Context: an optimization exercise on an open-source flow, tuned for small area, a short achievable clock period and few clock cycles. The choices shown serve that exercise and are no tape-out recipe.
Function was checked by simulation only, so behaviour that the tests miss may differ from the original.
Power is estimated from default activity; no workload was simulated.

// debounce_vertical_counter
module debounce_vertical_counter (
    input  wire        clk,
    input  wire        rst,           
    input  wire        bus_req,
    input  wire        bus_we,
    input  wire [9:0]  bus_addr,
    input  wire [1:0]  bus_size,      
    input  wire [31:0] bus_wdata,
    output wire        bus_ack,
    output wire        bus_err,
    output wire [31:0] bus_rdata,
    input  wire [31:0] sample_in,
    output wire        evt_valid
);
    localparam W           = 32;
    localparam MAX_BUTTONS = 32;
    localparam [3:0] R_OK              = 4'd0;
    localparam [3:0] R_ILLEGAL         = 4'd1;
    localparam [3:0] R_PIN_RANGE       = 4'd2;
    localparam [3:0] R_TABLE_FULL      = 4'd3;
    localparam [3:0] R_BAD_ENTRY       = 4'd4;
    localparam [3:0] R_NOT_DISPATCHING = 4'd5;
    localparam [3:0] R_HANDLER_RAISED  = 4'd6;
    localparam [3:0] R_FAULTED         = 4'd7;
    localparam [3:0] F_REENTRANT_TICK       = 4'd1;
    localparam [3:0] F_REGISTER_IN_DISPATCH = 4'd2;
    localparam [31:0] ID_VALUE     = 32'h42544E31;
    localparam [31:0] CONFIG_VALUE = {7'd0, 1'b0, 8'd8, 8'd32, 8'd32};
    reg [W-1:0] raw_q, c0_q, c1_q, last_q, delta_q, rising_q, falling_q;
    reg [5:0]   count_q;
    reg [4:0]   t_pin     [0:MAX_BUTTONS-1];    
    reg         t_hr_p    [0:MAX_BUTTONS-1];    
    reg [7:0]   t_hr_t    [0:MAX_BUTTONS-1];    
    reg         t_hf_p    [0:MAX_BUTTONS-1];
    reg [7:0]   t_hf_t    [0:MAX_BUTTONS-1];
    reg         t_ar_p    [0:MAX_BUTTONS-1];    
    reg [7:0]   t_ar_t    [0:MAX_BUTTONS-1];
    reg         t_af_p    [0:MAX_BUTTONS-1];
    reg [7:0]   t_af_t    [0:MAX_BUTTONS-1];
    reg         t_rawp    [0:MAX_BUTTONS-1];    
    reg         t_lastp   [0:MAX_BUTTONS-1];    
    reg         same_q;                         
    reg         refresh_q;                      
    reg         dispatching_q;
    reg [4:0]   cur_e_q;
    reg         cur_ph_q;
    reg         ev_loaded_q;
    reg [16:0]  ev_tok_q;                       
    reg [4:0]   ev_pin_q;
  ...
==> flow/config.mk <==
export PLATFORM = sky130hd
export DESIGN_NAME = debounce_vertical_counter
export DESIGN_NICKNAME = debounce_vertical_counter
export VERILOG_FILES = /design/flow/design.v
export SDC_FILE = /design/flow/constraint.sdc
export NUM_CORES = 4
export LEC_CHECK = 0
export ABC_AREA = 1
export CAP_MARGIN = 20
export CORE_MARGIN = 2
export CORE_UTILIZATION = 50
export PLACE_DENSITY = 0.65
export SETUP_SLACK_MARGIN = 4.0
export SLEW_MARGIN = 20
==> flow/constraint.sdc <==
create_clock -name core_clock -period 10.0 [get_ports {clk}]
set_input_delay 2.0000 -clock core_clock [delete_from_list [all_inputs] [get_ports {clk}]]
set_output_delay 2.0000 -clock core_clock [all_outputs]
set_load 0.01 [all_outputs]
standard.sh (not shown) runs the stock make flow with config.mk's settings and CLKGATE_MAP_FILE= SYNTH_SCRIPT=/design/flow/synth_recipe.tcl, a recipe that flattens the netlist after the stock synthesis.
==> flow/flow/run.sh <==
#!/bin/bash
# The standard layout (standard.sh: the standard flow's synthesis and ORFS flow, unchanged),
# except that the port buffers are inserted as buf_4 cells instead of the
# default delay buffer, which the timing repair keeps in its footprint.
set -euo pipefail
bash standard.sh "BUFFER_PORTS_ARGS=-buffer_cell sky130_fd_sc_hd__buf_4" finish > flow_make.log 2>&1
The first run finished with timing, DRC and antenna clean.
Testbench counts at the start, summed over its fixed seeds: cycles 9,279.
Edit:
SETUP_SLACK_MARGIN = 4.4   (was 4.0)
After rerunning: Clock-buffer cell count does not change; first-iteration DRC count rises by a few percent; clock skew stays flat; via count grows slightly; core utilization stays flat; total power hardly moves; setup slack improves by 0.38 ns; design area barely changes; global-route usage barely changes; flip-flop and latch count does not change.
Edit:
SETUP_SLACK_MARGIN = 4.9   (was 4.4)
What happened:
- wire length goes up by about 1.8%
- combinational power rose by about 19%
- power grows by 1.3%
- clock-buffer cell count climbs by 7
- sequential power is about the same
- final cell count climbs by 0.64%

port drivers added, routing unchanged:
Ports are ideal in the flow. The routed layouts listed here were re-timed in OpenROAD. Step 1, drivers: a clkbuf_16 drives clk and a buf_2 each remaining input, both assumed. Step 2, shift: input delay + t, output delay - t, t = (earliest + latest rising clock arrival at the registers) / 2. This alone moves slack from input paths to output paths. a / b / c = no drivers / after step 1 / after step 2; a / b = the first two.
run	shift t [ns]	setup WS [ns]	worst register clock-pin slew, ns
the first run	0.942	3.978 / 3.952 / 3.539	0.07 / 0.07
the second run	0.938	4.363 / 4.337 / 3.598	0.07 / 0.07
the third run	0.954	4.448 / 4.355 / 4.093	0.07 / 0.07
After both steps every run listed still meets setup and hold. The setup slack of the second run, which loses most, moves by -0.026 ns with the drivers and by -0.765 ns with both steps.
